Background: an optimization exercise with open tools, aiming at small area, a short achievable clock period and few clock cycles. Do not read the settings as production practice.
Function was not checked in any run shown here: the RTL went through the layout flow alone.
Power is estimated from default activity; no workload was simulated.

==> flow/config.mk <==
export PLATFORM = sky130hd
export DESIGN_NAME = fsq_table_engine
export DESIGN_NICKNAME = fsq_table_engine
export VERILOG_FILES = /design/flow/design.v
export SDC_FILE = /design/flow/constraint.sdc
export NUM_CORES = 8
export LEC_CHECK = 0
export CAP_MARGIN = 0
export CORE_MARGIN = 2
export CORE_UTILIZATION = 45
export CTS_CLUSTER_DIAMETER = 100
export CTS_CLUSTER_SIZE = 25
export PLACE_DENSITY = 0.6
export SLEW_MARGIN = 0
==> flow/constraint.sdc <==
create_clock -name core_clock -period 10.0 [get_ports {clk}]
set_input_delay 2.0000 -clock core_clock [delete_from_list [all_inputs] [get_ports {clk}]]
set_output_delay 2.0000 -clock core_clock [all_outputs]
set_load 0.01 [all_outputs]
==> flow/design.v <==
module fsq_table_engine (
    input  wire        clk,
    input  wire        rst,
    input  wire        cmd_valid,
    output wire        cmd_ready,
    input  wire [3:0]  cmd_op,
    input  wire [7:0]  cmd_a,
    input  wire [7:0]  cmd_b,
    output wire        rsp_valid,
    output wire [3:0]  rsp_err,
    output wire [2:0]  rsp_sub,
    output wire [7:0]  rsp_arg,
    output wire [16:0] rsp_result,
    output wire        rsp_tv,
    output wire [2:0]  rsp_k,
    output wire [2:0]  rsp_b
);
    localparam OP_NOP    = 4'h0, OP_CLEAR  = 4'h1, OP_APUSH = 4'h2, OP_KPUSH = 4'h3,
               OP_SETPAD = 4'h4, OP_BUILD  = 4'h5, OP_ENCB  = 4'hA, OP_DECB  = 4'hB,
               OP_PACK   = 4'hC, OP_UNPACK = 4'hD;
    localparam B_FIRST = 3'd0, B_SCAN = 3'd1, B_CHK = 3'd2, B_COL = 3'd3,
               B_FIN1  = 3'd4, B_FIN2 = 3'd5, B_ERR = 3'd7;
    reg [111:0] alpha_f;                 
    reg [223:0] kslot_f;                 
    reg [5:0]   rp;                      
    reg         dd_v;                    
    reg [4:0]   dd_i;                    
    reg [4:0]  alen;
    reg [5:0]  klen;
    reg [7:0]  pad;
    reg        pad_mem;                  
    reg        hi_f;  reg [3:0] hi_i;    
    reg        dup_f; reg [3:0] dup_i;   
    reg        tv;
    reg        tv_o;                     
    reg [2:0]  r_k, r_b;                 
    reg        fast_ok;                  
    reg        kdup;                     
    reg [15:0] seen;                     
    wire k4 = alen[4], k3 = alen[3], k2 = alen[2], k1 = !(alen[4] | alen[3] | alen[2]);
    wire n_sq = (alen == 5'd1) || (alen == 5'd4) || (alen == 5'd9) || (alen == 5'd16);
    function [3:0] rc_of(input [3:0] p, input f4, input f3, input f2);
        reg [3:0] t;
        begin
            t[3] = p == 4'd6 || p == 4'd7 || p == 4'd8;
            t[2] = p == 4'd3 || p == 4'd4 || p == 4'd5;
            t[1] = p == 4'd2 || p == 4'd5 || p == 4'd8;
            t[0] = p == 4'd1 || p == 4'd4 || p == 4'd7;
            rc_of = ({4{f4}} & p) | ({4{f3}} & t) | ({4{f2}} & {1'b0, p[1], 1'b0, p[0]});
        end
    endfunction
    function [3:0] mk(input [1:0] r, input [1:0] c, input f4, input f3, input f2);
        reg [3:0] t;
        begin
            t[3] = r == 2'd2 && c == 2'd2;
            t[2] = (r == 2'd1 && c != 2'd0) || (r == 2'd2 && c != 2'd2);
            t[1] = (r == 2'd0 && c == 2'd2) || (r == 2'd1 && c == 2'd0) || (r == 2'd2 && c != 2'd2);
            t[0] = (r == 2'd0 && c == 2'd1) || (r == 2'd1 && c != 2'd1) || (r == 2'd2 && c == 2'd1);
            mk = ({4{f4}} & {r, c}) | ({4{f3}} & t) | ({4{f2}} & {2'd0, r[0], c[0]});
        end
    endfunction
    function [4:0] mkb(input [1:0] r, input [1:0] c, input f4, input f3, input f2, input f1);
        reg [4:0] t;
        begin
            t[4] = r == 2'd2 && c != 2'd0;
            t[3] = !(r == 2'd2 && c != 2'd0);
            t[2] = r == 2'd1 || (r == 2'd2 && c == 2'd0);
            t[1] = (r == 2'd0 && c != 2'd0) || (r == 2'd1 && c == 2'd2) || (r == 2'd2 && c == 2'd0);
            t[0] = (r != 2'd1 && c != 2'd1) || (r == 2'd1 && c == 2'd1);
            mkb = ({5{f4}} & {1'b1, r, c}) | ({5{f3}} & t) | ({5{f2}} & {3'b001, r[0], c[0]}) |
                  {4'd0, f1};
        end
    endfunction
    function [15:0] therm(input [4:0] n);
        integer j, b;
        reg gt, eq;
        begin
            for (j = 0; j < 16; j = j + 1) begin
                gt = 1'b0; eq = 1'b1;
                for (b = 3; b >= 0; b = b - 1) begin
                    if (!j[b]) gt = gt | (eq & n[b]);
                    eq = eq & (n[b] == j[b]);
                end
                therm[j] = n[4] | gt;
            end
        end
    endfunction
    reg [2:0]  bst;
    reg        sv;                       
    reg [4:0]  sdi;
    reg        slast;
    reg [1:0]  sph;                      
    reg        dup_a, dup_b;
    reg [3:0]  min_da;                   
    reg [1:0]  sr, sc;
    reg        rst_q;
    always @(posedge clk) rst_q <= rst;
    reg       rdy;                       
    reg       e_cmd;                     
    reg       e_bld;                     
    reg [3:0] c_op;
    reg [7:0] c_a;                       
    reg [7:0] c_b;
    reg [3:0] c_ad;                      
    reg [3:0] c_au;                      
    reg [3:0] c_sa;                      
    reg [4:0] c_sb;                      
    reg       c_age, c_bge;              
    assign cmd_ready = rdy;
    wire       b_done;                   
    wire [4:0] scan_next;                
    wire [7:0] prt;                      
    wire [3:0] i_rc1 = rc_of(cmd_a[3:0], k4, k3, k2);
    wire [3:0] i_rc2 = rc_of(cmd_b[3:0], k4, k3, k2);
    wire [3:0] i_sa  = mk(i_rc1[3:2], i_rc2[1:0], k4, k3, k2);
    wire [4:0] i_sb  = mkb(i_rc2[3:2], i_rc1[1:0], k4, k3, k2, k1);
    wire       i_bld = cmd_valid && cmd_op == OP_BUILD;
    function ge_n(input [7:0] v, input f4, input f3, input f2, input f1);
        begin
            ge_n = (|v[7:4]) || (f3 && v[3] && (|v[2:0])) || (f2 && |v[3:2]) || (f1 && |v[3:0]);
        end
    endfunction
    always @(posedge clk) begin
        c_op <= cmd_op; c_b <= cmd_b;
        c_a  <= e_bld ? prt : cmd_a;
        if (!e_bld) c_ad <= cmd_a[3:0];
        if (cmd_op == OP_UNPACK) c_au <= cmd_a[3:0];
        c_sa <= i_sa;
        c_sb <= e_bld ? scan_next : i_sb;
        c_age <= ge_n(cmd_a, k4, k3, k2, k1);
        c_bge <= ge_n(cmd_b, k4, k3, k2, k1);
        if (rst) begin
            rdy <= 1'b1; e_cmd <= 1'b0; e_bld <= 1'b0;
        end else if (!e_bld) begin
            e_cmd <= cmd_valid && !i_bld;
            e_bld <= i_bld;
            rdy <= !i_bld;
        end else begin
            e_cmd <= 1'b0;
            e_bld <= !b_done;
            rdy <= b_done;
        end
    end
    wire is_clear  = c_op == OP_CLEAR;
    wire is_apush  = c_op == OP_APUSH;
    wire is_kpush  = c_op == OP_KPUSH;
    wire is_setpad = c_op == OP_SETPAD;
    wire is_encb   = c_op == OP_ENCB;
    wire is_decb   = c_op == OP_DECB;
    wire is_pack   = c_op == OP_PACK;
    wire is_unpack = c_op == OP_UNPACK;
    wire is_ill    = !(c_op == OP_NOP || is_clear || is_apush || is_kpush || is_setpad ||
                       is_encb || is_decb || is_pack || is_unpack);
    wire [15:0] amask = therm(alen);
    reg  [15:0] cam_m;
    reg  [3:0]  cam_code;
    integer i;
    always @* begin
        cam_code = 4'd0;
        for (i = 0; i < 16; i = i + 1) begin
            cam_m[i] = (alpha_f[7*i +: 7] == c_a[6:0]) && amask[i];
            if (cam_m[i]) cam_code = cam_code | i[3:0];
        end
    end
    wire cam_hit = |cam_m;
    wire [6:0] kslot_a = kslot_f[7*c_sa +: 7];
    wire [3:0] enc_o1 = kslot_a[3:0];
    assign     prt    = {1'b0, kslot_f[7*c_sb +: 7]};    
    wire [3:0] enc_o2 = prt[3:0];
    wire [15:0] dmask_a = {{7{k4}}, {5{k4 | k3}}, {3{k4 | k3 | k2}}, 1'b1};
    wire [31:0] dmask_b = {{14{k4}}, {2{k4 | k3}}, {7{k3}}, 1'b0, {4{k2}}, 2'b00, k1, 1'b0};
    reg [15:0] dm_a;
    reg [31:0] dm_b;
    reg [3:0]  de_a, de_b;               
    always @* begin
        de_a = 4'd0; de_b = 4'd0;
        for (i = 0; i < 16; i = i + 1) begin
            dm_a[i] = kslot_f[7*i +: 4] == c_ad && dmask_a[i];
            if (dm_a[i]) de_a = de_a | i[3:0];
        end
        for (i = 0; i < 32; i = i + 1) begin
            dm_b[i] = kslot_f[7*i +: 4] == c_b[3:0] && dmask_b[i];
            if (dm_b[i]) de_b = de_b | i[3:0];
        end
    end
    wire [3:0] rc3_a = {dm_a[6] | dm_a[7] | dm_a[8], dm_a[3] | dm_a[4] | dm_a[5],
                        dm_a[2] | dm_a[5] | dm_a[8], dm_a[1] | dm_a[4] | dm_a[7]};
    wire [3:0] rc3_b = {dm_b[15] | dm_b[16] | dm_b[17], dm_b[12] | dm_b[13] | dm_b[14],
                        dm_b[11] | dm_b[14] | dm_b[17], dm_b[10] | dm_b[13] | dm_b[16]};
    wire [3:0] rca = ({4{k4}} & de_a) | ({4{k3}} & rc3_a) | ({4{k2}} & {1'b0, de_a[1], 1'b0, de_a[0]});
    wire [3:0] rcb = ({4{k4}} & de_b) | ({4{k3}} & rc3_b) | ({4{k2}} & {1'b0, de_b[1], 1'b0, de_b[0]});
    wire [3:0] dec_o1 = mk(rca[3:2], rcb[1:0], k4, k3, k2);
    wire [3:0] dec_o2 = mk(rcb[3:2], rca[1:0], k4, k3, k2);
    wire        k_res  = !c_a[7] && cam_hit && klen == rp;   
    wire [6:0]  k_data = (!c_a[7] && cam_hit && (e_bld || klen == rp)) ? {3'b000, cam_code} : c_a[6:0];
    wire        k_fresh = klen == 6'd0 || klen == {1'b0, alen};   
    wire        kp_we  = e_cmd && is_kpush && !klen[5];
    wire        s_res;
    wire        sc_we  = e_bld && bst == B_SCAN && sv && !s_res;
    wire [4:0]  w_idx  = e_bld ? sdi : klen[4:0];
    wire        s_in_b = sdi >= alen;
    assign      s_res  = {1'b0, sdi} < rp;
    wire        s_bad  = !s_res && (!cam_hit || (dd_v && sdi == dd_i));
    wire [15:0] s_oh   = s_res ? (16'd1 << c_a[3:0]) : cam_m;
    wire        s_fresh = sdi == 5'd0 || sdi == alen;    
    wire        s_dup  = !s_fresh && |(seen & s_oh);
    wire        s_da   = !s_in_b && s_dup;
    wire        s_db   = s_in_b && s_dup;
    wire [15:0] col_oh = 16'd1 << c_a[3:0];
    wire        c_last_r = (k4 && sr == 2'd3) || (k3 && sr == 2'd2) || (k2 && sr == 2'd1) || k1;
    wire [1:0]  sr_n = c_last_r ? 2'd0 : sr + 2'd1;
    wire [1:0]  sc_n = c_last_r ? sc + 2'd1 : sc;
    assign scan_next = bst == B_SCAN ? c_sb + 5'd1 :
                       bst == B_COL ? mkb(sr, sc, k4, k3, k2, k1) : 5'd0;
    wire [3:0] min_rc = rc_of(min_da, k4, k3, k2);
    wire [3:0] i1_hi = mk(min_da[3:2], 2'd0, k4, k3, k2);
    wire [3:0] i1_lo = {2'd0, min_da[1:0]};
    wire [3:0] i2_hi = {2'd0, sc};
    wire [3:0] i2_lo = mk(sr, 2'd0, k4, k3, k2);
    wire       use1  = dup_a && (min_da[3:2] == 2'd0 || !dup_b);
    wire [3:0] f_hi  = use1 ? i1_hi : i2_hi;
    wire [3:0] f_lo  = use1 ? i1_lo : i2_lo;
    wire [7:0] fin_i = k2 ? {4'd0, f_hi[1:0], f_lo[1:0]} : k1 ? 8'd0 : {f_hi, f_lo};
    wire b_pass = n_sq && !hi_f && !dup_f && pad_mem && klen == {alen, 1'b0};
    wire b_fast = fast_ok && !kdup;
    assign b_done = (bst == B_FIRST && !(b_pass && !b_fast)) ||
                    (bst == B_CHK && !dup_a && !dup_b) || bst == B_FIN2 || bst == B_ERR;
    wire q_ok  = tv && !c_age && !c_bge;
    reg        n_v;
    reg [3:0]  n_err;
    reg [2:0]  n_sub;
    reg [7:0]  n_arg;
    always @* begin
        n_v = 1'b0; n_err = 4'd0; n_sub = 3'd0; n_arg = 8'd0;
        if (e_cmd) begin
            n_v = 1'b1;
            if (is_apush && alen[4]) begin n_err = 4'd3; n_sub = 3'd5; n_arg = 8'd16; end
            if (is_kpush && klen[5]) begin n_err = 4'd4; n_sub = 3'd1; n_arg = 8'd32; end
            if (is_ill) begin n_err = 4'd1; n_sub = 3'd1; end
            if (is_encb || is_decb || is_unpack || is_pack) begin
                if (!tv) n_err = 4'd2;
                else if (!is_pack && c_age) begin n_err = 4'd6; n_sub = 3'd1; n_arg = c_a; end
                else if ((is_encb || is_decb) && c_bge) begin n_err = 4'd6; n_sub = 3'd2; n_arg = c_b; end
            end
        end else if (e_bld) begin
            n_v = b_done;
            if (bst == B_FIRST) begin
                if (alen == 5'd0)                 begin n_err = 4'd3; n_sub = 3'd1; end
                else if (!n_sq)                   begin n_err = 4'd3; n_sub = 3'd2; n_arg = {3'd0, alen}; end
                else if (hi_f)                    begin n_err = 4'd3; n_sub = 3'd3; n_arg = {4'd0, hi_i}; end
                else if (dup_f)                   begin n_err = 4'd3; n_sub = 3'd4; n_arg = {4'd0, dup_i}; end
                else if (!pad_mem)                begin n_err = 4'd5; n_sub = 3'd1; n_arg = pad; end
                else if (klen != {alen, 1'b0})    begin n_err = 4'd4; n_sub = 3'd2; n_arg = {2'd0, klen}; end
            end
            if (bst == B_ERR)  begin n_err = 4'd4; n_sub = 3'd3; n_arg = {3'd0, sdi - 5'd1}; end
            if (bst == B_FIN2) begin n_err = 4'd4; n_sub = 3'd4; n_arg = fin_i; end
        end
    end
    wire sel_enc  = e_cmd && is_encb && q_ok;
    wire sel_dec  = e_cmd && is_decb && q_ok;
    wire sel_unp  = e_cmd && is_unpack && tv && !c_age;
    wire sel_pack = e_cmd && is_pack && tv && !c_a[7];
    wire [11:0] q_res = ({12{sel_enc}} & {1'b1, enc_o1, 3'd0, enc_o2}) |
                        ({12{sel_dec}} & {1'b1, dec_o1, 3'd0, dec_o2}) |
                        ({12{sel_unp}} & {1'b1, 4'd0, alpha_f[7*c_au +: 7]}) |
                        ({12{sel_pack}} & {cam_hit, 4'd0, 3'd0, cam_code});
    reg        r_v;
    reg [3:0]  r_err;
    reg [2:0]  r_sub;
    reg [7:0]  r_arg;
    reg [11:0] r_res;      
    assign rsp_valid  = r_v;
    assign rsp_err    = r_err;
    assign rsp_sub    = r_sub;
    assign rsp_arg    = r_arg;
    assign rsp_result = {r_res[11], 4'd0, r_res[10:7], 1'b0, r_res[6:0]};
    assign rsp_tv     = tv_o;
    assign rsp_k      = r_k;
    assign rsp_b      = r_b;
    always @(posedge clk) begin
        r_err <= n_err; r_sub <= n_sub; r_arg <= n_arg; r_res <= q_res;
        if (rst) r_v <= 1'b0; else r_v <= n_v;
    end
    wire build_ok = e_bld && ((bst == B_FIRST && b_pass && b_fast) ||
                              (bst == B_CHK && !dup_a && !dup_b));
    wire tv_clr   = (e_cmd && (is_clear || is_setpad || (is_apush && !alen[4]) || (is_kpush && !klen[5]))) ||
                    (e_bld && bst == B_FIRST);
    wire tv_n = !rst_q && (build_ok || (tv && !tv_clr));
    wire tv_r = tv_n && n_v;
    always @(posedge clk) begin
        tv   <= tv_n;
        tv_o <= tv_r;
        r_k  <= tv_r ? {k4, k3 | k2, alen[0]} : 3'd0;
        r_b  <= tv_r ? {k4 | k3, k2, 1'b0} : 3'd0;
    end
    always @(posedge clk) begin
        for (i = 0; i < 32; i = i + 1)
            if ((kp_we || sc_we) && w_idx == i) kslot_f[7*i +: 7] <= k_data;
    end
    always @(posedge clk) begin
        if (rst_q) begin
            alen <= 5'd0; klen <= 6'd0; pad <= 8'h20; pad_mem <= 1'b0;
            hi_f <= 1'b0; dup_f <= 1'b0; bst <= B_FIRST; rp <= 6'd0; dd_v <= 1'b0;
        end else if (e_cmd) begin
            if (is_clear) begin
                alen <= 5'd0; klen <= 6'd0; pad <= 8'h20; pad_mem <= 1'b0;
                hi_f <= 1'b0; dup_f <= 1'b0; rp <= 6'd0; dd_v <= 1'b0;
            end
            if (is_apush && !alen[4]) begin
                for (i = 0; i < 16; i = i + 1)
                    if (alen[3:0] == i) alpha_f[7*i +: 7] <= c_a[6:0];
                alen <= alen + 5'd1;
                if (!hi_f && c_a[7]) begin hi_f <= 1'b1; hi_i <= alen[3:0]; end
                if (!dup_f && cam_hit) begin dup_f <= 1'b1; dup_i <= alen[3:0]; end
                if (c_a == pad && !pad[7]) pad_mem <= 1'b1;
                if (klen != 6'd0) fast_ok <= 1'b0;
            end
            if (is_kpush && !klen[5]) begin
                klen <= klen + 6'd1;
                if (k_res) rp <= rp + 6'd1;
                if (c_a[7] && !dd_v) begin dd_v <= 1'b1; dd_i <= klen[4:0]; end
                seen <= (k_fresh ? 16'd0 : seen) | cam_m;
                if (klen == 6'd0) begin
                    fast_ok <= k_res;
                    kdup <= 1'b0;
                end else begin
                    fast_ok <= fast_ok && k_res;
                    if (!k_fresh && |(seen & cam_m)) kdup <= 1'b1;
                end
            end
            if (is_setpad) begin
                pad <= c_a;
                pad_mem <= !c_a[7] && cam_hit;
            end
        end else if (e_bld) begin
            case (bst)
            B_FIRST: begin
                sv <= 1'b0;
                if (b_pass && !b_fast) begin
                    bst <= B_SCAN;
                    dup_a <= 1'b0; dup_b <= 1'b0;
                    fast_ok <= 1'b0;
                end
            end
            B_SCAN: begin
                sv <= 1'b1; sdi <= c_sb;
                slast <= scan_next == klen[4:0];
                if (sv) begin
                    if (!s_res && !s_bad) rp <= {1'b0, sdi} + 6'd1;
                    seen <= (s_fresh ? 16'd0 : seen) | s_oh;
                    if (!dup_a) min_da <= sdi[3:0];
                    dup_a <= dup_a || s_da;
                    dup_b <= dup_b || s_db;
                    if (s_bad) bst <= B_ERR;     
                    else if (slast) bst <= B_CHK;
                end
            end
            B_CHK: begin
                if (dup_b) begin
                    bst <= B_COL; sr <= 2'd0; sc <= 2'd0; sph <= 2'd0;
                    seen <= 16'd0;
                end else if (dup_a) begin
                    bst <= B_FIN1;
                end else begin
                    bst <= B_FIRST;
                end
            end
            B_COL: begin
                sph <= sph == 2'd2 ? 2'd0 : sph + 2'd1;
                if (sph == 2'd2) begin
                    if (|(seen & col_oh)) begin
                        bst <= B_FIN1;
                    end else begin
                        seen <= seen | col_oh;
                        sr <= sr_n; sc <= sc_n;
                    end
                end
            end
            B_FIN1: begin
                min_da <= min_rc;
                bst <= B_FIN2;
            end
            B_FIN2: begin
                bst <= B_FIRST;
            end
            default: begin  
                bst <= B_FIRST;
            end
            endcase
        end
    end
endmodule
==> flow/flow/run.sh <==
#!/bin/bash
set -euo pipefail
bash standard.sh synth > flow_synth.log 2>&1
bash standard.sh SETUP_SLACK_MARGIN=7.0 finish > flow_finish.log 2>&1
==> flow/standard.sh <==
#!/bin/bash
# synth_recipe.tcl (not shown) runs the flow's synth.tcl, then flattens the netlist and writes it again
# the make line also repeats each setting of config.mk as NAME=value (left out here)
make -C /OpenROAD-flow-scripts/flow DESIGN_CONFIG=/design/flow/config.mk WORK_HOME=/design/flow/orfs CLKGATE_MAP_FILE= SYNTH_SCRIPT=/design/flow/synth_recipe.tcl "${@:-finish}"
==> results of run 1 <==
sequential cells by signal, summed over array words and instances, names as in the netlist, 5 cells and up:
signal and count:
dd_i 5, kslot_f 224, alpha_f 112, sdi 5, c_b 8, alen 5, c_sb 5, rp 6
c_a 8, r_arg 8, pad 8, seen 16, r_res 12, klen 6
kinds of logic after synthesis:
logic type,after synthesis,share of synthesized area
flip-flops,495,0.504
adder cells (fa/ha/maj),31,0.0140
other,1,0.000137
AND/OR/NAND/NOR,642,0.116
buffers and inverters,226,0.0395
multiplexers,169,0.0994
XOR/XNOR,332,0.106
AO/OA/AOI/OAI,492,0.120
metal layers:
metal | track usage | vias to the layer above | routed length [um]
li1 | - | 9331 | -
met2 | 0.487 | 1537 | 45700
met1 | 0.427 | 10910 | 38400
met5 | 0 | - | 30
met4 | 0.148 | 4 | 5880
met3 | 0.0553 | 339 | 11000
cells in the final DEF, fill, tap and decap left out, types with 56 or more instances in the layout:
cell / n
xnor2_1: 223
a21oi_1: 127
xor2_1: 93
nor3_1: 56
mux2i_1: 69
nand2_1: 120
nand3_1: 67
o21ai_0: 59
edfxtp_1: 394
mux4_2: 81
buf_4: 150
nor2_1: 120
cell type report:
type | instances | area share
timing repair buffer | 279 | 0.0983
inverter | 51 | 0.00637
antenna | 1 | 0.0000750
multi-input combinational | 1687 | 0.423
clock buffer | 36 | 0.0206
clock inverter | 12 | 0.00424
sequential | 495 | 0.418
tap | 782 | 0.0293
path summary, 6_finish.rpt:
path / startpoint / to / slack, ns
setup / recovery: alen[4] / r_res[8] / 6.94
hold / removal: dd_v / dd_v / 0.49
setup reg to reg: alen[4] / r_res[8] / 6.94
hold reg to reg: dd_v / dd_v / 0.49
cell usage after synthesis (17+ instances only):
| cell type | count |
|---|---|
| buf_4 | 20 |
| nand2b_1 | 31 |
| xor2_1 | 101 |
| nor2_1 | 171 |
| a211oi_1 | 29 |
| o221ai_1 | 51 |
| clkbuf_1 | 94 |
| nand4_1 | 35 |
| ha_1 | 30 |
| o22ai_1 | 29 |
| edfxtp_1 | 394 |
| nand3_1 | 70 |
| nor2b_1 | 28 |
| a22oi_1 | 42 |
| a21oi_1 | 132 |
| nor4_1 | 41 |
| mux4_2 | 81 |
| buf_2 | 28 |
| xnor2_1 | 231 |
| nor3_1 | 66 |
| mux2i_1 | 69 |
| mux2_2 | 19 |
| o21ai_0 | 67 |
| buf_6 | 17 |
| nand2_1 | 129 |
| inv_1 | 47 |
| dfxtp_1 | 101 |
power groups by stage:
stage / Combinational (mW) / Sequential, mW / Clock, mW
final: 0.393 / 2.24 / 1.25
after global routing: 0.406 / 2.24 / 1.33
after CTS: 0.366 / 2.24 / 1.26
after detailed placement: 0.264 / 2.30 / 0
after global placement: 0.262 / 2.30 / 0
after floorplan: 0.196 / 2.29 / 0
worst max-delay path: stages, from the launching register on:
cell      delay [ns]
dfxtp_4         0.38
buf_12          0.14
inv_4           0.34
nor3_1          0.18
a311o_1         0.33
or4b_4          0.53
buf_4           0.17
a21oi_4         0.17
o221ai_1        0.18
a311oi_1        0.31
nor2_1          0.18
timing repair:
action                                  4_1_cts  5_1_grt
pin swaps                                    56       45
endpoints found under the setup margin      640      516
resized for setup                           482      113
gates cloned                                 31        3
buffers inserted                            121       43
==> impl_results.md, run 1 <==
- Outcome: no timing/DRC/antenna violations
- Clock Tree Buf Depth: 3
- TritonCTS Buffers: 26
- GRT Total Usage: 0.313
- Flop pwr share: 0.577
- PortBufs: 56
- Main flop type after synthesis: edfxtp_1
- Leak: 11.4 nW
- Routed Antenna Nets: 0
- Syn avg cell area: 11.5 um2
- Filler instances: 4958
- CTS sink cnt: 495
- Cell variety after synth: 84
- DRC viols: 0
- Worst VDD drop: 0.000147 V
- FF/Latch Area: 0.0140 mm2
- Area taken by multi-input logic gates: 0.0141 mm2
- Mapped Area: 0.0275 mm2
- Synth-to-layout area growth: 21.5%
- Initial antenna violation count: 2
- Initial drt markers: 3287
- # nets final: 2593
- # hold bufs at CTS: 0
- Crit path launch type: flip-flop
- Number of synthesized flops with an enable pin: 394
- Vias in the first global route: 21238
- Starting Density: 0.455
- Fin Hold WS: 0.494 ns
- Maxcap violations: 0
- Pin count of the biggest net entering global routing: 49
- Via count: 22121
- Post-DP HPWL: 60.8 mm
- Share of layout cells above drive strength 1: 0.260
- RSZ-0062 raised after global routing: yes
- Std cell rows: 90
- Total power: 3.88 mW
- Area of the core: 0.0604 mm2
- Final WL: 101 mm
- Synthesis warning total: 1
- Final instance area: 0.0334 mm2
- Pre-CTS setup slack: 5.17 ns
- CTS HTree Levels: 1
- Combinational share of power: 0.101
- Setup crit end kind: flip-flop
- Worst Path Required: 10.48 ns
- Asr flop ratio synth: 0
- Post-synth top area cell: edfxtp_1
- Pre-Repair DR Iteration Count: 6
- Worst-path fanout max: 25
- Layout Utilization: 0.553
- NetSw: 0.963 mW
- Io pins: 64
- Vias/cell: 6.62
- Worst-Margin Slew: 1.27 ns
- Final Setup Violations: 0
- Global-route wire length before repair: 146 mm
- Final Max Tran Viols: 0
- Tcrit/Tclk final: 0.306
- Hold/Removal Path Class: flip-flop to flip-flop
- Reg2reg path depth: 10
- Final worst setup slack: 6.94 ns
- Crit path arrival time: 3.54 ns
- Ranking of synthesized cells by area: edfxtp_1 43%, xnor2_1 7.4%, dfxtp_1 7.4%
- Placed cell count: 3096
- Pwr dens: 116 mW/mm2
- Clock power frac: 0.322
- Gpl congestion: 0.969
- Crit path kind: flip-flop to flip-flop
- CTS root buf: clkbuf_16
- Worst slew margin: 0.144
- Sw frac: 0.248
- Hold Crit Depth: 1
- Yosys top cell area share: 0.431
- Die area: 0.0630 mm2
- Fin. Hold Viols: 0
- Minimum clock period: 3.06 ns
- CTS tree: done
- Layout Cells excl Fill: 3343
- Clk Latency, worst-skew pair: 0.63 ns
- Die X: 251 um
- Placed Area: 0.0286 mm2
- Clk_skew: 0.0351 ns
- Seq/Total Area, Yosys: 0.504
- Clock transition at path regs: 0.10 ns
- Yosys reg bits: 495
- Wire per inst: 30.2 um
- Fmax: 326 MHz
- Sum Neg Setup Slack: 0 ns
- Die height: 251 um
- Int Power: 2.92 mW
- Gr ovfl total: 0
- Post-Syn Instances: 2388
==> run 2: changes to the inputs <==
--- a/flow/config.mk
+++ b/flow/config.mk
@@ -6,5 +6,5 @@
 export NUM_CORES = 8
 export LEC_CHECK = 0
-export CAP_MARGIN = 0
+export CAP_MARGIN = 20
 export CORE_MARGIN = 2
 export CORE_UTILIZATION = 45
@@ -12,3 +12,3 @@
 export CTS_CLUSTER_SIZE = 25
 export PLACE_DENSITY = 0.6
-export SLEW_MARGIN = 0
+export SLEW_MARGIN = 20
==> run 2 against run 1 <==
Wire length fell by 0.18%. Sequential cell count unchanged. Hold slack got worse by 0.0084 ns. Combinational power up 2%. Fmax shrank 2.0%. Final area grew 0.15%. Register-to-register slack lost 0.06 ns. Clock power barely moved. Critical path depth shrank 1.
==> impl_results.md, run 2 <==
- Outcome: no timing/DRC/antenna violations
- CP bufs+invs: 2 (-1)
- FF-to-FF Start: alen[4]
- Post-synthesis mux area share: 0.0994 (unchanged)
- Share of layout cells above drive strength 1: 0.260 (about the same)
- Post-synth top area cell: edfxtp_1
- Std cell rows: 90 (unchanged)
- Syn avg cell area: 11.5 um2 (unchanged)
- Worst VDD drop: 0.000183 V (+24%)
- Asr flop ratio synth: 0 (unchanged)
- Worst slew margin: 0.256 (+0.112)
- Clk_skew: 0.0341 ns (-0.000970 ns)
- Io pins: 64 (unchanged)
- Vias in the first global route: 20945 (-1.4%)
- Fin. Hold Viols: 0 (unchanged)
- Gr ovfl total: 0 (unchanged)
- # nets final: 2607 (+0.54%)
- DRC viols: 0 (unchanged)
- Hold/Removal Path Class: flip-flop to flip-flop
- Global-route wire length before repair: 143 mm (-2.0%)
- Final WL: 101 mm (-0.18%)
- Starting Density: 0.455 (unchanged)
- Synth-to-layout area growth: 21.7%
- Ranking of synthesized cells by area: edfxtp_1 43%, xnor2_1 7.4%, dfxtp_1 7.4%
- Pre-Repair DR Iteration Count: 6 (unchanged)
- Initial antenna violation count: 6 (+4)
- Crit path arrival time: 3.60 ns (+0.06 ns)
- Reg2reg end: r_res[3]
- Hold Crit Start: dd_v
- CTS root buf: clkbuf_16
- Via count: 22057 (-0.29%)
- Crit path kind: flip-flop to flip-flop
- Yosys reg bits: 495 (unchanged)
- Max reg flops: 224 (unchanged)
- Simple-gate portion of the synthesized area: 0.116 (unchanged)
- Top Registers: kslot_f: 224 flops, alpha_f: 112 flops, seen: 16 flops
- Most frequent cells in the layout: 394 x edfxtp_1, 222 x xnor2_1, 165 x buf_4
- Crit path launch type: flip-flop
- Critical Path, Cell by Cell: buf_12, inv_4, nor3_1, a311o_1, or4b_4, a221o_2, nor3_1, o2111ai_1, o211ai_1
- Initial drt markers: 3014 (-8.3%)
- # hold bufs at CTS: 0 (unchanged)
- RSZ-0062 raised after global routing: yes
- TritonCTS Buffers: 26 (unchanged)
- Vias/cell: 6.57 (-0.73%)
- Leak: 11.5 nW (+0.97%)
- Layout Utilization: 0.554 (+0.000829)
- Cell variety after synth: 84 (unchanged)
- CTS sink cnt: 495 (unchanged)
- Post-Synth Adder-Cell Area: 0.0140 (unchanged)
- CTS tree: done
- CP peak stage delay: 0.53 ns (about the same)
- Worst Path Required: 10.47 ns (about the same)
- Wire per inst: 30.0 um (-0.63%)
- Start point of the critical path: alen[4]
- Flop-to-flop setup slack: 6.87 ns (-0.06 ns)
- Most common library cells after synthesis: 394 x edfxtp_1, 231 x xnor2_1, 171 x nor2_1
- Clock transition at path regs: 0.11 ns (about the same)
- Maxcap violations: 0 (unchanged)
- Final Setup Violations: 0 (unchanged)
- GRT Total Usage: 0.306 (-0.00697)
- Worst-path fanout max: 25 (unchanged)
- CP Depth: 9 (-1)
- Number of synthesized flops with an enable pin: 394 (unchanged)
- Synth Area in Compound Gates: 0.120 (unchanged)
- Clk Latency, worst-skew pair: 0.63 ns (about the same)
- Largest family of logic cells by synthesized area: compound AO/OA/AOI/OAI gates
- Area share of xor/xnor cells in the synthesized design: 0.106 (unchanged)
- Post-Syn Instances: 2388 (unchanged)
- Slowest CP cell: or4b_4
- Die X: 251 um (unchanged)
- Reg2reg path depth: 9 (-1)
- Mapped Area: 0.0275 mm2 (unchanged)
- PortBufs: 56 (unchanged)
- Die area: 0.0630 mm2 (unchanged)
- Gpl congestion: 0.969 (unchanged)
- Most flops, register: kslot_f
- Post-DP HPWL: 60.6 mm (-0.28%)
- Pwr dens: 116 mW/mm2 (-0.70%)
- Pin count of the biggest net entering global routing: 49 (unchanged)
- Setup crit end kind: flip-flop
- Fmax: 320 MHz (-2.0%)
- Main flop type after synthesis: edfxtp_1
- Die height: 251 um (unchanged)
- Filler instances: 4978 (+0.40%)
- Seq/Total Area, Yosys: 0.504 (unchanged)
- CTS HTree Levels: 1 (unchanged)
- Worst-Margin Slew: 1.11 ns (-0.166 ns)
- Area of the core: 0.0604 mm2 (unchanged)
- Count leader, synth: edfxtp_1
- Worst Setup EP: r_res[3]
- Top delay family on crit path: compound AO/OA/AOI/OAI gates
- CP dominant cell by count: nor3_1
- Tcrit/Tclk final: 0.313 (+0.00634)
- Routed Antenna Nets: 0 (unchanged)
- Sum Neg Setup Slack: 0 ns (unchanged)
- Clock Tree Buf Depth: 3 (unchanged)
- Yosys top cell area share: 0.431 (unchanged)
- Final Max Tran Viols: 0 (unchanged)
- Commonest non-fill, non-tap cell in the layout: edfxtp_1
- Minimum clock period: 3.13 ns (+0.0634 ns)
- Synthesis warning total: 1 (unchanged)
==> run 2: changes by cell type in the layout (fill, tap and decap cells not counted), sizes merged <==
| cell | before | now |
|---|---|---|
| inv | 50 | 49 |
| mux2 | 28 | 27 |
| clkinv | 7 | 9 |
| buf | 249 | 260 |
| diode | 1 | 2 |
| clkbuf | 38 | 41 |
| bufbuf | 14 | 15 |
| bufinv | 1 | 0 |
==> run 2: layout make-up <==
class,instances,area [um2],share of cell area
diodes,2,5.00,0.000150
well taps,782,978,0.0293
clock buffers,36,688,0.0206
inverters,51,210,0.00629
flip-flops and latches,495,13900,0.417
clock inverters,12,120,0.00359
repair buffers,294,3390,0.101
multi-input cells,1686,14100,0.422
==> run 2: worst min-delay path by stage <==
stage	to	cells past startpoint
2_1_floorplan	sdi[2]	0
3_3_place_gp	dd_v	1
3_5_place_dp	dd_v	1
4_1_cts	dd_v	1
5_1_grt	dd_v	1
6_report	dd_v	1
==> run 2: what timing repair did <==
action / CTS / global route
pin swaps: 54 / 43
resized for setup: 462 / 111
gates cloned: 25 / 8
setup endpoints to repair: 633 / 576
setup buffers: 124 / 53
==> run 2: stage by stage <==
step	total power, mW	instance area (um2)	std cells	worst slack [ns]	hold WS, ns
6_report	3.86	33400	3358	6.87	0.485
5_1_grt	3.96	33400	3356	6.85	0.512
4_1_cts	3.83	32300	3294	6.90	0.479
3_5_place_dp	2.56	28600	3097	5.11	0.457
3_3_place_gp	2.56	28600	3096	5.28	0.448
2_1_floorplan	2.48	27700	2394	6.59	0.406
==> run 2: routing by layer <==
metal	wire length [um]	share of wire	vias to the layer above	GRT usage
met5	56	0.00056	-	0
met3	10800	0.11	314	0.0534
met2	45800	0.45	1528	0.483
li1	-	-	9348	-
met1	38500	0.38	10859	0.418
met4	5760	0.057	8	0.131
==> run 2: where the power goes <==
part / switching [mW] / internal [mW]
combinational: 0.228 / 0.171
sequential: 0.0158 / 2.23
clock: 0.717 / 0.505
total: 0.961 / 2.90
==> run 2: logic make-up after synthesis <==
logic type / count (synthesis)
adders and majority gates: 31
buffers and inverters: 226
AOI/OAI and AO/OA: 492
muxes: 169
xor gates and xnor gates: 332
DFF: 495
and+or+nand+nor: 642
other: 1
==> run 3: changes to the inputs <==
--- a/flow/config.mk
+++ b/flow/config.mk
@@ -11,4 +11,4 @@
 export CTS_CLUSTER_DIAMETER = 100
 export CTS_CLUSTER_SIZE = 25
-export PLACE_DENSITY = 0.6
+export PLACE_DENSITY = 0.7
 export SLEW_MARGIN = 20
==> run 3 against run 2 <==
Hold slack better by 0.017 ns. Still clean on timing, DRC and antenna. Sequential share of layout area up 0.67 points. Highest routed layer unchanged. Wire length down 3.8%. Fmax up 0.73%. Die area unchanged. Register-to-register slack better by 0.05 ns.
==> impl_results.md, run 3 <==
- Outcome: no timing/DRC/antenna violations
- TritonCTS Buffers: 26 (unchanged)
- Most common library cells after synthesis: 394 x edfxtp_1, 231 x xnor2_1, 171 x nor2_1
- Crit path kind: flip-flop to output port
- Start point of the critical path: r_res[3]
- Crit path arrival time: 1.11 ns (-2.49 ns)
- Sum Neg Setup Slack: 0 ns (unchanged)
- Post-Syn Instances: 2388 (unchanged)
- Worst-path fanout max: 1 (-96%)
- Final Max Tran Viols: 0 (unchanged)
- Pre-Repair DR Iteration Count: 5 (-1)
- RSZ-0062 raised after global routing: yes
- Gr ovfl total: 0 (unchanged)
- Pre-CTS setup slack: 4.78 ns (-0.325 ns)
- Final instance area: 0.0329 mm2 (-1.6%)
- Final WL: 97.0 mm (-3.8%)
- CP Depth: 1 (-8)
- Reg2reg end: r_res[2]
- Via count: 22103 (+0.21%)
- Post-synth top area cell: edfxtp_1
- Die X: 251 um (unchanged)
- DRC viols: 0 (unchanged)
- Yosys top cell area share: 0.431 (unchanged)
- Clk Latency, worst-skew pair: 0.63 ns (about the same)
- Global-route wire length before repair: 139 mm (-3.1%)
- Setup crit end kind: output port
- Die height: 251 um (unchanged)
- Fin. Hold Viols: 0 (unchanged)
- Antenna diodes: 0 (-2)
- Maxcap violations: 0 (unchanged)
- Clk_skew: 0.0361 ns (+0.00199 ns)
- Cell variety after synth: 84 (unchanged)
- Max reg flops: 224 (unchanged)
- Tcrit/Tclk final: 0.311 (-0.00226)
- Critical Path, Cell by Cell: buf_6
- Count leader, synth: edfxtp_1
- Top Registers: kslot_f: 224 flops, alpha_f: 112 flops, seen: 16 flops
- Final Setup Violations: 0 (unchanged)
- Ranking of synthesized cells by area: edfxtp_1 43%, xnor2_1 7.4%, dfxtp_1 7.4%
- Placed Area: 0.0286 mm2 (about the same)
- Pin count of the biggest net entering global routing: 44 (-10%)
- FF-to-FF Start: alen[3]
- Mapped Area: 0.0275 mm2 (unchanged)
- Worst-Margin Slew: 1.22 ns (+0.113 ns)
- Vias/cell: 6.65 (+1.3%)
- Most frequent cells in the layout: 394 x edfxtp_1, 229 x xnor2_1, 143 x buf_4
- Slowest CP cell: dfxtp_4
- Yosys reg bits: 495 (unchanged)
- CP peak stage delay: 0.38 ns (-0.15 ns)
- Seq/Total Area, Yosys: 0.504 (unchanged)
- Reg2reg path depth: 9 (unchanged)
- Top delay family on crit path: flip-flops
- # nets final: 2574 (-1.3%)
- Share of layout cells above drive strength 1: 0.251 (-0.00961)
- Worst Setup EP: rsp_result[3]
- Flop-to-flop setup slack: 6.92 ns (+0.05 ns)
- PortBufs: 56 (unchanged)
- Synth-to-layout area growth: 19.8%
- Io pins: 64 (unchanged)
- Crit path launch type: flip-flop
- GRT Total Usage: 0.295 (-0.0113)
- Asr flop ratio synth: 0 (unchanged)
- CTS tree: done
- Minimum clock period: 3.11 ns (-0.0226 ns)
- Worst slew margin: 0.181 (-0.0749)
- Most flops, register: kslot_f
- Initial antenna violation count: 5 (-1)
- CTS sink cnt: 495 (unchanged)
- CTS HTree Levels: 1 (unchanged)
- Routed Antenna Nets: 0 (unchanged)
- Worst VDD drop: 0.000113 V (-38%)
- Die area: 0.0630 mm2 (unchanged)
- Area of the core: 0.0604 mm2 (unchanged)
- Wire per inst: 29.2 um (-2.8%)
- Area taken by multi-input logic gates: 0.0140 mm2 (-0.61%)
- Clock transition at path regs: 0.10 ns (about the same)
- Commonest non-fill, non-tap cell in the layout: edfxtp_1
- Leak: 11.2 nW (-2.5%)
- Syn avg cell area: 11.5 um2 (unchanged)
- Vias in the first global route: 20833 (-0.53%)
- Post-DP HPWL: 59.4 mm (-2.0%)
- Main flop type after synthesis: edfxtp_1
- Initial drt markers: 3271 (+8.5%)
- Hold/Removal Path Class: flip-flop to flip-flop
- Clock Tree Buf Depth: 3 (unchanged)
- Std cell rows: 90 (unchanged)
- Fmax: 322 MHz (+0.73%)
- FF/Latch Area: 0.0139 mm2 (unchanged)
- CTS root buf: clkbuf_16
- Number of synthesized flops with an enable pin: 394 (unchanged)
- Worst Path Required: 8.00 ns (-2.47 ns)
- Synthesis warning total: 1 (unchanged)
- CP bufs+invs: 1 (-1)
- Filler instances: 4869 (-2.2%)
- Starting Density: 0.455 (unchanged)
- Gpl congestion: 0.973 (+0.45%)
- Final worst setup slack: 6.89 ns (+0.0226 ns)
- Pwr dens: 117 mW/mm2 (+1.0%)
run 3: metrics by stage:
| stage | total power [mW] | utilization | cells | hold slack [ns] |
|---|---|---|---|---|
| floorplan | 2.48 | - | 2394 | 0.406 |
| global placement | 2.55 | 0.474 | 3098 | 0.467 |
| detailed placement | 2.56 | 0.474 | 3098 | 0.468 |
| CTS | 3.81 | 0.528 | 3268 | 0.491 |
| global route | 3.92 | 0.545 | 3323 | 0.528 |
| finish | 3.84 | 0.545 | 3323 | 0.503 |
run 3: repair_timing:
item | 4_1_cts | 5_1_grt
resized for setup | 472 | 118
setup buffers | 96 | 49
pin swaps | 49 | 43
endpoints found under the setup margin | 612 | 570
gates cloned | 26 | 6
hold buffers | 0 | 0
hold endpoints to repair | 0 | 0
run 3: kinds of logic after synthesis:
kind of cell / share of synthesized area
simple gates: 0.116
flops: 0.504
compound gates: 0.120
xor+xnor: 0.106
buf+inv: 0.0395
mux: 0.0994
fa+ha+maj: 0.0140
other cells: 0.000137
run 3: worst min-delay path by stage:
stage                 start     end  slack (ns)  cells after the start
global route           dd_v    dd_v        0.53                      1
finish                 dd_v    dd_v        0.50                      1
detailed placement     dd_v    dd_v        0.47                      1
global placement       dd_v    dd_v        0.47                      1
floorplan           c_sb[2]  sdi[2]        0.41                      0
CTS                    dd_v    dd_v        0.49                      1
run 3: where the power goes:
part | switching (mW) | leakage [nW] | internal, mW | total (mW)
Combinational | 0.218 | 6.44 | 0.154 | 0.372
Clock | 0.715 | 0.392 | 0.510 | 1.22
Sequential | 0.0172 | 4.40 | 2.23 | 2.24
Total | 0.951 | 11.2 | 2.89 | 3.84
run 3: final cells by class:
type	instances	share of cell area
tap	782	0.0297
clock buffer	38	0.0211
multi-input combinational	1686	0.426
inverter	51	0.00635
sequential	495	0.424
timing repair buffer	261	0.0896
clock inverter	10	0.00350
run 3: metal layers:
metal | up-vias | GRT usage | part of all wire
met2 | 1611 | 0.473 | 0.46
li1 | 9298 | - | -
met3 | 377 | 0.0642 | 0.12
met1 | 10809 | 0.383 | 0.37
met4 | 8 | 0.138 | 0.061
met5 | - | 0 | 0.00055
==> run 4: changes to the inputs <==
--- a/flow/design.v
+++ b/flow/design.v
@@ -22,8 +22,5 @@
                B_FIN1  = 3'd4, B_FIN2 = 3'd5, B_ERR = 3'd7;
     reg [111:0] alpha_f;                 
-    reg [223:0] kslot_f;                 
-    reg [5:0]   rp;                      
-    reg         dd_v;                    
-    reg [4:0]   dd_i;                    
+    reg [255:0] kslot_f;                 
     reg [4:0]  alen;
     reg [5:0]  klen;
@@ -97,7 +94,10 @@
     always @(posedge clk) rst_q <= rst;
     reg       rdy;                       
+    reg       pf;                        
+    wire      pred_fast;                 
+    wire      hold = e_bld && !pf;       
     reg       e_cmd;                     
     reg       e_bld;                     
-    reg [3:0] c_op;
+    reg       e_clear, e_apush, e_kpush, e_setpad, e_encb, e_decb, e_pack, e_unpack, e_ill;
     reg [7:0] c_a;                       
     reg [7:0] c_b;
@@ -122,34 +122,46 @@
     endfunction
     always @(posedge clk) begin
-        c_op <= cmd_op; c_b <= cmd_b;
-        c_a  <= e_bld ? prt : cmd_a;
-        if (!e_bld) c_ad <= cmd_a[3:0];
+        c_b <= cmd_b;
+        c_a  <= hold ? prt : cmd_a;
+        if (!hold) c_ad <= cmd_a[3:0];
         if (cmd_op == OP_UNPACK) c_au <= cmd_a[3:0];
         c_sa <= i_sa;
-        c_sb <= e_bld ? scan_next : i_sb;
+        c_sb <= hold ? scan_next : i_sb;
         c_age <= ge_n(cmd_a, k4, k3, k2, k1);
         c_bge <= ge_n(cmd_b, k4, k3, k2, k1);
         if (rst) begin
-            rdy <= 1'b1; e_cmd <= 1'b0; e_bld <= 1'b0;
-        end else if (!e_bld) begin
+            rdy <= 1'b1; e_cmd <= 1'b0; e_bld <= 1'b0; pf <= 1'b0;
+            {e_clear, e_apush, e_kpush, e_setpad, e_encb, e_decb, e_pack, e_unpack, e_ill} <= 9'd0;
+        end else if (!hold) begin
             e_cmd <= cmd_valid && !i_bld;
             e_bld <= i_bld;
-            rdy <= !i_bld;
+            e_clear  <= cmd_valid && cmd_op == OP_CLEAR;
+            e_apush  <= cmd_valid && cmd_op == OP_APUSH;
+            e_kpush  <= cmd_valid && cmd_op == OP_KPUSH;
+            e_setpad <= cmd_valid && cmd_op == OP_SETPAD;
+            e_encb   <= cmd_valid && cmd_op == OP_ENCB;
+            e_decb   <= cmd_valid && cmd_op == OP_DECB;
+            e_pack   <= cmd_valid && cmd_op == OP_PACK;
+            e_unpack <= cmd_valid && cmd_op == OP_UNPACK;
+            e_ill    <= cmd_valid && !(cmd_op <= OP_BUILD || (cmd_op >= OP_ENCB && cmd_op <= OP_UNPACK));
+            pf    <= i_bld && pred_fast;
+            rdy   <= !i_bld || pred_fast;
         end else begin
             e_cmd <= 1'b0;
+            {e_clear, e_apush, e_kpush, e_setpad, e_encb, e_decb, e_pack, e_unpack, e_ill} <= 9'd0;
             e_bld <= !b_done;
-            rdy <= b_done;
+            pf    <= 1'b0;
+            rdy   <= b_done;
         end
     end
-    wire is_clear  = c_op == OP_CLEAR;
-    wire is_apush  = c_op == OP_APUSH;
-    wire is_kpush  = c_op == OP_KPUSH;
-    wire is_setpad = c_op == OP_SETPAD;
-    wire is_encb   = c_op == OP_ENCB;
-    wire is_decb   = c_op == OP_DECB;
-    wire is_pack   = c_op == OP_PACK;
-    wire is_unpack = c_op == OP_UNPACK;
-    wire is_ill    = !(c_op == OP_NOP || is_clear || is_apush || is_kpush || is_setpad ||
-                       is_encb || is_decb || is_pack || is_unpack);
+    wire is_clear  = e_clear;
+    wire is_apush  = e_apush;
+    wire is_kpush  = e_kpush;
+    wire is_setpad = e_setpad;
+    wire is_encb   = e_encb;
+    wire is_decb   = e_decb;
+    wire is_pack   = e_pack;
+    wire is_unpack = e_unpack;
+    wire is_ill    = e_ill;
     wire [15:0] amask = therm(alen);
     reg  [15:0] cam_m;
@@ -164,7 +176,7 @@
     end
     wire cam_hit = |cam_m;
-    wire [6:0] kslot_a = kslot_f[7*c_sa +: 7];
+    wire [7:0] kslot_a = kslot_f[8*c_sa +: 8];
     wire [3:0] enc_o1 = kslot_a[3:0];
-    assign     prt    = {1'b0, kslot_f[7*c_sb +: 7]};    
+    assign     prt    = kslot_f[8*c_sb +: 8];    
     wire [3:0] enc_o2 = prt[3:0];
     wire [15:0] dmask_a = {{7{k4}}, {5{k4 | k3}}, {3{k4 | k3 | k2}}, 1'b1};
@@ -176,9 +188,9 @@
         de_a = 4'd0; de_b = 4'd0;
         for (i = 0; i < 16; i = i + 1) begin
-            dm_a[i] = kslot_f[7*i +: 4] == c_ad && dmask_a[i];
+            dm_a[i] = kslot_f[8*i +: 4] == c_ad && dmask_a[i];
             if (dm_a[i]) de_a = de_a | i[3:0];
         end
         for (i = 0; i < 32; i = i + 1) begin
-            dm_b[i] = kslot_f[7*i +: 4] == c_b[3:0] && dmask_b[i];
+            dm_b[i] = kslot_f[8*i +: 4] == c_b[3:0] && dmask_b[i];
             if (dm_b[i]) de_b = de_b | i[3:0];
         end
@@ -192,14 +204,13 @@
     wire [3:0] dec_o1 = mk(rca[3:2], rcb[1:0], k4, k3, k2);
     wire [3:0] dec_o2 = mk(rcb[3:2], rca[1:0], k4, k3, k2);
-    wire        k_res  = !c_a[7] && cam_hit && klen == rp;   
-    wire [6:0]  k_data = (!c_a[7] && cam_hit && (e_bld || klen == rp)) ? {3'b000, cam_code} : c_a[6:0];
+    wire        k_res  = !c_a[7] && cam_hit;
+    wire [7:0]  k_data = c_a[7] ? 8'h90 : (cam_hit ? {4'b1000, cam_code} : {1'b0, c_a[6:0]});
     wire        k_fresh = klen == 6'd0 || klen == {1'b0, alen};   
     wire        kp_we  = e_cmd && is_kpush && !klen[5];
-    wire        s_res;
-    wire        sc_we  = e_bld && bst == B_SCAN && sv && !s_res;
+    wire        sc_we  = e_bld && bst == B_SCAN && sv && !c_a[7];
     wire [4:0]  w_idx  = e_bld ? sdi : klen[4:0];
     wire        s_in_b = sdi >= alen;
-    assign      s_res  = {1'b0, sdi} < rp;
-    wire        s_bad  = !s_res && (!cam_hit || (dd_v && sdi == dd_i));
+    wire        s_res  = c_a[7];
+    wire        s_bad  = s_res ? c_a[4] : !cam_hit;
     wire [15:0] s_oh   = s_res ? (16'd1 << c_a[3:0]) : cam_m;
     wire        s_fresh = sdi == 5'd0 || sdi == alen;    
@@ -224,4 +235,5 @@
     wire b_pass = n_sq && !hi_f && !dup_f && pad_mem && klen == {alen, 1'b0};
     wire b_fast = fast_ok && !kdup;
+    assign pred_fast = b_fast && !(e_cmd && (is_kpush || is_apush));
     assign b_done = (bst == B_FIRST && !(b_pass && !b_fast)) ||
                     (bst == B_CHK && !dup_a && !dup_b) || bst == B_FIN2 || bst == B_ERR;
@@ -231,6 +243,7 @@
     reg [2:0]  n_sub;
     reg [7:0]  n_arg;
+    reg [11:0] n_res;      
     always @* begin
-        n_v = 1'b0; n_err = 4'd0; n_sub = 3'd0; n_arg = 8'd0;
+        n_v = 1'b0; n_err = 4'd0; n_sub = 3'd0; n_arg = 8'd0; n_res = 12'd0;
         if (e_cmd) begin
             n_v = 1'b1;
@@ -243,4 +256,8 @@
                 else if ((is_encb || is_decb) && c_bge) begin n_err = 4'd6; n_sub = 3'd2; n_arg = c_b; end
             end
+            if (is_encb && q_ok) n_res = {1'b1, enc_o1, 3'd0, enc_o2};
+            if (is_decb && q_ok) n_res = {1'b1, dec_o1, 3'd0, dec_o2};
+            if (is_unpack && tv && !c_age) n_res = {1'b1, 4'd0, alpha_f[7*c_au +: 7]};
+            if (is_pack && tv && k_res) n_res = {1'b1, 4'd0, 3'd0, cam_code};
         end else if (e_bld) begin
             n_v = b_done;
@@ -257,17 +274,9 @@
         end
     end
-    wire sel_enc  = e_cmd && is_encb && q_ok;
-    wire sel_dec  = e_cmd && is_decb && q_ok;
-    wire sel_unp  = e_cmd && is_unpack && tv && !c_age;
-    wire sel_pack = e_cmd && is_pack && tv && !c_a[7];
-    wire [11:0] q_res = ({12{sel_enc}} & {1'b1, enc_o1, 3'd0, enc_o2}) |
-                        ({12{sel_dec}} & {1'b1, dec_o1, 3'd0, dec_o2}) |
-                        ({12{sel_unp}} & {1'b1, 4'd0, alpha_f[7*c_au +: 7]}) |
-                        ({12{sel_pack}} & {cam_hit, 4'd0, 3'd0, cam_code});
     reg        r_v;
     reg [3:0]  r_err;
     reg [2:0]  r_sub;
     reg [7:0]  r_arg;
-    reg [11:0] r_res;      
+    reg [11:0] r_res;
     assign rsp_valid  = r_v;
     assign rsp_err    = r_err;
@@ -279,5 +288,5 @@
     assign rsp_b      = r_b;
     always @(posedge clk) begin
-        r_err <= n_err; r_sub <= n_sub; r_arg <= n_arg; r_res <= q_res;
+        r_err <= n_err; r_sub <= n_sub; r_arg <= n_arg; r_res <= n_res;
         if (rst) r_v <= 1'b0; else r_v <= n_v;
     end
@@ -296,14 +305,14 @@
     always @(posedge clk) begin
         for (i = 0; i < 32; i = i + 1)
-            if ((kp_we || sc_we) && w_idx == i) kslot_f[7*i +: 7] <= k_data;
+            if ((kp_we || sc_we) && w_idx == i) kslot_f[8*i +: 8] <= k_data;
     end
     always @(posedge clk) begin
         if (rst_q) begin
             alen <= 5'd0; klen <= 6'd0; pad <= 8'h20; pad_mem <= 1'b0;
-            hi_f <= 1'b0; dup_f <= 1'b0; bst <= B_FIRST; rp <= 6'd0; dd_v <= 1'b0;
+            hi_f <= 1'b0; dup_f <= 1'b0; bst <= B_FIRST; fast_ok <= 1'b0; kdup <= 1'b0;
         end else if (e_cmd) begin
             if (is_clear) begin
                 alen <= 5'd0; klen <= 6'd0; pad <= 8'h20; pad_mem <= 1'b0;
-                hi_f <= 1'b0; dup_f <= 1'b0; rp <= 6'd0; dd_v <= 1'b0;
+                hi_f <= 1'b0; dup_f <= 1'b0;
             end
             if (is_apush && !alen[4]) begin
@@ -318,6 +327,4 @@
             if (is_kpush && !klen[5]) begin
                 klen <= klen + 6'd1;
-                if (k_res) rp <= rp + 6'd1;
-                if (c_a[7] && !dd_v) begin dd_v <= 1'b1; dd_i <= klen[4:0]; end
                 seen <= (k_fresh ? 16'd0 : seen) | cam_m;
                 if (klen == 6'd0) begin
@@ -347,5 +354,4 @@
                 slast <= scan_next == klen[4:0];
                 if (sv) begin
-                    if (!s_res && !s_bad) rp <= {1'b0, sdi} + 6'd1;
                     seen <= (s_fresh ? 16'd0 : seen) | s_oh;
                     if (!dup_a) min_da <= sdi[3:0];
==> flow/flow/run.sh (replaced) <==
#!/bin/bash
set -euo pipefail
bash standard.sh synth > flow_synth.log 2>&1
bash standard.sh SETUP_SLACK_MARGIN=6.85 finish > flow_finish.log 2>&1
--- a/flow/config.mk
+++ b/flow/config.mk
@@ -11,4 +11,4 @@
 export CTS_CLUSTER_DIAMETER = 100
 export CTS_CLUSTER_SIZE = 25
-export PLACE_DENSITY = 0.7
+export PLACE_DENSITY = 0.6
 export SLEW_MARGIN = 20
==> run 4 against run 3 <==
Clock skew down 0.011 ns. Core utilization down 2.5 points. Clock power up 3%. Worst setup slack worse by 0.18 ns. Critical path depth up 4. Register-to-register slack worse by 0.20 ns. Critical path type is now flip-flop to flip-flop.
==> impl_results.md, run 4 <==
- Crit path arrival time: 3.52 ns (+2.41 ns)
- Final Max Tran Viols: 0 (unchanged)
- Clk Latency, worst-skew pair: 0.62 ns (about the same)
- Pre-Repair DR Iteration Count: 9 (+4)
- Worst VDD drop: 0.000192 V (+70%)
- Crit path launch type: flip-flop
- Worst-path fanout max: 59 (+58)
- Most common library cells after synthesis: 419 x edfxtp_1, 190 x xor2_1, 163 x nor2_1
- Placed Area: 0.0293 mm2 (+2.3%)
- Sum Neg Setup Slack: 0 ns (unchanged)
- Die height: 253 um (+0.93%)
- Outcome: no timing/DRC/antenna violations
- Starting Density: 0.454 (-0.000710)
- Initial drt markers: 2695 (-18%)
- Vias/cell: 6.43 (-3.4%)
- Pin count of the biggest net entering global routing: 65 (+48%)
- Fin. Hold Viols: 0 (unchanged)
- Gpl congestion: 0.968 (-0.50%)
- Fin Hold WS: 0.520 ns (+0.0175 ns)
- Cell variety after synth: 90 (+7.1%)
- Hold/Removal Path Class: flip-flop to flip-flop
- Maxcap violations: 0 (unchanged)
- Die area: 0.0642 mm2 (+1.9%)
- Clock transition at path regs: 0.10 ns (about the same)
- Routed Antenna Nets: 0 (unchanged)
- Main flop type after synthesis: edfxtp_1
- CTS HTree Levels: 1 (unchanged)
- Post-DP HPWL: 61.8 mm (+4.0%)
- Minimum clock period: 3.28 ns (+0.175 ns)
- Most frequent cells in the layout: 419 x edfxtp_1, 187 x xor2_1, 135 x mux4_2
- Final Setup Violations: 0 (unchanged)
- Io pins: 64 (unchanged)
- Final WL: 94.7 mm (-2.4%)
- Vias in the first global route: 20012 (-3.9%)
- Share of layout cells above drive strength 1: 0.232 (-0.0185)
- Post-Syn Instances: 2289 (-4.1%)
- CTS sink cnt: 521 (+5.3%)
- Layout Cells excl Fill: 3220 (-3.1%)
- Commonest non-fill, non-tap cell in the layout: edfxtp_1
- Crit path kind: flip-flop to flip-flop
- Synth-to-layout area growth: 14.6%
- Synthesis warning total: 1 (unchanged)
- PortBufs: 56 (unchanged)
- Pwr dens: 122 mW/mm2 (+4.8%)
- DRC viols: 0 (unchanged)
- Wire per inst: 29.4 um (+0.76%)
- Gr ovfl total: 0 (unchanged)
- # nets final: 2410 (-6.4%)
- Final instance area: 0.0321 mm2 (-2.5%)
- Flop-to-flop setup slack: 6.72 ns (-0.20 ns)
- Leak: 10.7 nW (-5.1%)
- Mapped Area: 0.0280 mm2 (+1.9%)
- Total power: 3.92 mW (+2.2%)
- CTS root buf: clkbuf_16
- CTS tree: done
- Number of synthesized flops with an enable pin: 419 (+6.3%)
- Worst slew margin: 0.0998 (-0.0810)
- Max reg flops: 256 (+14%)
- Count leader, synth: edfxtp_1
- Syn avg cell area: 12.2 um2 (+6.3%)
- Initial antenna violation count: 1 (-4)
- Yosys top cell area share: 0.450 (+0.0188)
- Die X: 253 um (+0.93%)
- Placed cell count: 3063 (-1.1%)
- Std cell rows: 91 (+1.1%)
- Worst-Margin Slew: 1.34 ns (+0.121 ns)
- Most flops, register: kslot_f
- # hold bufs at CTS: 0 (unchanged)
- Area of the core: 0.0616 mm2 (+2.1%)
- Setup crit end kind: flip-flop
- Yosys reg bits: 521 (+5.3%)
- Via count: 20692 (-6.4%)
- Worst Path Required: 10.24 ns (+2.24 ns)
- Clock Tree Buf Depth: 3 (unchanged)
- Fmax: 305 MHz (-5.3%)
- Top Registers: kslot_f: 256 flops, alpha_f: 112 flops, seen: 16 flops
- Ranking of synthesized cells by area: edfxtp_1 45%, mux4_2 11%, dfxtp_1 7.3%
- Tcrit/Tclk final: 0.328 (+0.0175)
- Final worst setup slack: 6.72 ns (-0.175 ns)
- Post-synth top area cell: edfxtp_1
- Clk_skew: 0.0253 ns (-0.0108 ns)
- TritonCTS Buffers: 26 (unchanged)
- RSZ-0062 raised after global routing: yes
- Global-route wire length before repair: 135 mm (-2.4%)
- Seq/Total Area, Yosys: 0.523 (+0.0182)
- Pre-CTS setup slack: 5.18 ns (+0.393 ns)
- Asr flop ratio synth: 0 (unchanged)
- GRT Total Usage: 0.288 (-0.00679)
- Layout Utilization: 0.521 (-0.0246)
run 4: changes by cell type in the layout (fill, tap and decap cells not counted), moves of 25 or more:
cell | before | now
xnor2_1 | 229 | 116
xor2_1 | 97 | 187
mux4_2 | 81 | 135
a21oi_1 | 126 | 76
mux2i_1 | 67 | 19
buf_4 | 143 | 96
o221ai_1 | 50 | 3
o21ai_0 | 58 | 98
edfxtp_1 | 394 | 419
nor2_4 | 41 | 16
run 4: area by class of cell:
type	count	area, um2
antenna	1	2.50
timing repair inverter	1	7.51
sequential	521	14700
timing repair buffer	201	2180
clock buffer	42	753
inverter	56	231
tap	837	1050
fill	5263	29500
multi-input combinational	1556	13100
clock inverter	5	70.1
run 4: where the power goes:
| part | internal [mW] | leakage [nW] | switching, mW |
|---|---|---|---|
| logic | 0.120 | 5.63 | 0.186 |
| clock network | 0.546 | 0.401 | 0.717 |
| registers | 2.34 | 4.62 | 0.0131 |
run 4: worst paths after layout:
path | start | end | depth (start not counted)
setup / recovery | e_cmd | kslot_f[13] | 5
setup reg to reg | e_cmd | kslot_f[13] | 5
hold / removal | c_sb[1] | sdi[1] | 0
hold reg to reg | c_sb[1] | sdi[1] | 0
run 4: cells by family (layout without fill, tap and decap cells):
group                      after synthesis  in the layout  share of synthesized area
DFF                                    521            521                      0.523
other                                    1              8                   0.000134
adders and majority gates               25             25                     0.0111
AOI/OAI and AO/OA                      422            422                      0.100
buffers and inverters                  222            305                     0.0367
xor gates and xnor gates               307            307                     0.0961
muxes                                  162            162                      0.119
and+or+nand+nor                        629            633                      0.114
run 4: timing repair:
item                                   in CTS  in global routing
endpoints found under the hold margin       0                  0
setup endpoints to repair                 571                351
resized for setup                         311                 83
pin swaps                                  24                 22
setup buffers                              65                 25
cloned                                     13                  6
run 4: critical path, stage by stage, from the launching register on:
cell and delay, ns:
dfxtp_2 0.32, buf_4 0.58, and2_1 0.53, a41o_1 0.24
o21ai_1 0.45, nor2_2 0.76
run 4: per-layer routing:
metal  vias to the layer above  global-route usage  part of all wire
met5                         -                   0           0.00014
met4                         2               0.137             0.055
met3                       250              0.0403             0.090
met2                      1266               0.462              0.47
met1                     10376               0.388              0.39
li1                       8798                   -                 -
==> run 5: changes to the inputs <==
==> flow/flow/run.sh (replaced) <==
#!/bin/bash
set -euo pipefail
bash standard.sh synth > flow_synth.log 2>&1
bash standard.sh SETUP_SLACK_MARGIN=7.0 finish > flow_finish.log 2>&1
==> run 5 against run 4 <==
Still clean. Combinational power grew 15%. Final cell count is 2.9% higher. Via count rose by 2.7%. Final area increased by 5.4%. Global-route usage is 0.87 points higher. Clock-buffer cell count shrank 3. Non-clock buffer count rose by 94. Highest routed layer is now met4.
==> impl_results.md, run 5 <==
- # hold bufs at CTS: 0 (unchanged)
- CTS root buf: clkbuf_16
- Worst Path Required: 10.46 ns (+0.22 ns)
- Pre-Repair DR Iteration Count: 6 (-3)
- TritonCTS Buffers: 26 (unchanged)
- Clk_skew: 0.0448 ns (+0.0195 ns)
- Syn avg cell area: 12.2 um2 (unchanged)
- Yosys reg bits: 521 (unchanged)
- CP bufs+invs: 7 (+6)
- CP peak stage delay: 0.58 ns (-0.18 ns)
- Count leader, synth: edfxtp_1
- Clock transition at path regs: 0.10 ns (about the same)
- DRC viols: 0 (unchanged)
- Via count: 21257 (+2.7%)
- Top delay family on crit path: simple AND/OR/NAND/NOR gates
- Layout Cells excl Fill: 3314 (+2.9%)
- Final Setup Violations: 0 (unchanged)
- Number of synthesized flops with an enable pin: 419 (unchanged)
- Grt met1 use: 0.398 (+0.0104)
- Sum Neg Setup Slack: 0 ns (unchanged)
- Placed Area: 0.0292 mm2 (-0.12%)
- Gr ovfl total: 0 (unchanged)
- Seq/Total Area, Yosys: 0.523 (unchanged)
- Minimum clock period: 3.16 ns (-0.120 ns)
- Crit path arrival time: 3.62 ns (+0.10 ns)
- Initial antenna violation count: 2 (+1)
- Worst-path fanout max: 8 (-86%)
- Worst slew margin: 0.305 (+0.205)
- Worst-Margin Slew: 1.03 ns (-0.307 ns)
- Most flops, register: kslot_f
- Leak: 11.4 nW (+6.8%)
- Post-synth top area cell: edfxtp_1
- CTS HTree Levels: 1 (unchanged)
- Hold/Removal Path Class: flip-flop to flip-flop
- Routed Antenna Nets: 0 (unchanged)
- GR peak layer: met2
- Ranking of synthesized cells by area: edfxtp_1 45%, mux4_2 11%, dfxtp_1 7.3%
- CTS tree: done
- Starting Density: 0.454 (unchanged)
- FF/Latch Area: 0.0147 mm2 (+0.14%)
- Post-Syn Instances: 2289 (unchanged)
- Synth-to-layout area growth: 20.7%
- Io pins: 64 (unchanged)
- Flop-to-flop setup slack: 6.84 ns (+0.12 ns)
- Total power: 3.97 mW (+1.2%)
- RSZ-0062 raised after global routing: yes
- Yosys top cell area share: 0.450 (unchanged)
- Synthesis warning total: 1 (unchanged)
- Outcome: no timing/DRC/antenna violations
- Critical Path, Cell by Cell: buf_12, buf_12, xnor2_4, nand4_1, a211oi_4, or4b_4, nor4_4, buf_6, buf_8, and2_4, clkinvlp_4, buf_12, nor2_4, clkbuf_16
- Filler instances: 5057 (-3.9%)
- Final instance area: 0.0338 mm2 (+5.4%)
- Gpl congestion: 0.987 (+2.0%)
- Die X: 253 um (unchanged)
- Most frequent cells in the layout: 419 x edfxtp_1, 184 x xor2_1, 159 x buf_4
- Clk Latency, worst-skew pair: 0.63 ns (about the same)
- Pin count of the biggest net entering global routing: 68 (+4.6%)
- CP dominant cell by count: buf_12
- Pwr dens: 117 mW/mm2 (-4.0%)
- CTS sink cnt: 521 (unchanged)
- Placed cell count: 3057 (-0.20%)
- PortBufs: 56 (unchanged)
- Area of the core: 0.0616 mm2 (unchanged)
- Vias in the first global route: 20225 (+1.1%)
- Final WL: 98.2 mm (+3.7%)
- Tcrit/Tclk final: 0.316 (-0.0120)
- Fin. Hold Viols: 0 (unchanged)
- Mapped Area: 0.0280 mm2 (unchanged)
- Top Registers: kslot_f: 256 flops, alpha_f: 112 flops, seen: 16 flops
- Std cell rows: 91 (unchanged)
- Setup crit end kind: flip-flop
## run 5: cell counts after synthesis
Identical to the previous run, type by type.
## run 5: what timing repair did
action	4_1_cts	5_1_grt
resized for setup	416	153
setup buffers	113	78
setup endpoints to repair	648	304
pin swaps	40	49
cloned	10	7
## run 5: worst min-delay path, stage by stage, from the launching register on
cell      delay (ns)
dfxtp_1         0.32
a21oi_1         0.11
a211oi_1        0.06
## run 5: kinds of logic after synthesis
logic type,share of synthesized area
DFF,0.523
adders and majority gates,0.0111
other,0.000134
muxes,0.119
buffers and inverters,0.0367
xor gates and xnor gates,0.0961
and+or+nand+nor,0.114
AOI/OAI and AO/OA,0.100
## run 5: worst paths after layout
check | cells past startpoint | from | to
hold reg to reg | 2 | fast_ok | fast_ok
setup reg to reg | 14 | c_a[3] | kslot_f[181]
hold / removal | 2 | fast_ok | fast_ok
setup / recovery | 14 | c_a[3] | kslot_f[181]
## run 5: metal layers
| metal | up-vias | part of all wire |
|---|---|---|
| met1 | 10667 | 0.38 |
| met5 | - | 0 |
| met4 | 0 | 0.054 |
| met2 | 1335 | 0.47 |
| li1 | 9002 | - |
| met3 | 253 | 0.092 |
## run 5: stage by stage
step | util | setup slack, ns | hold WS [ns]
floorplan | - | 6.45 | 0.406
global placement | 0.474 | 5.17 | 0.504
finish | 0.548 | 6.84 | 0.530
CTS | 0.522 | 6.86 | 0.527
global route | 0.548 | 6.78 | 0.546
detailed placement | 0.474 | 4.94 | 0.515
## run 5: layout make-up
type | count | share of cell area
flip-flops and latches | 521 | 0.436
multi-input cells | 1555 | 0.402
repair buffers | 295 | 0.0989
well taps | 837 | 0.0310
clock buffers | 39 | 0.0213
inverters | 56 | 0.00722
clock inverters | 9 | 0.00278
repair inverters | 1 | 0.000222
diodes | 1 | 0.0000741
## run 5: power breakdown
group	switching, mW	total (mW)	internal (mW)	leakage (nW)
clock	0.723	1.26	0.540	0.387
combinational	0.204	0.353	0.150	6.36
sequential	0.0127	2.35	2.34	4.63
total	0.939	3.97	3.03	11.4
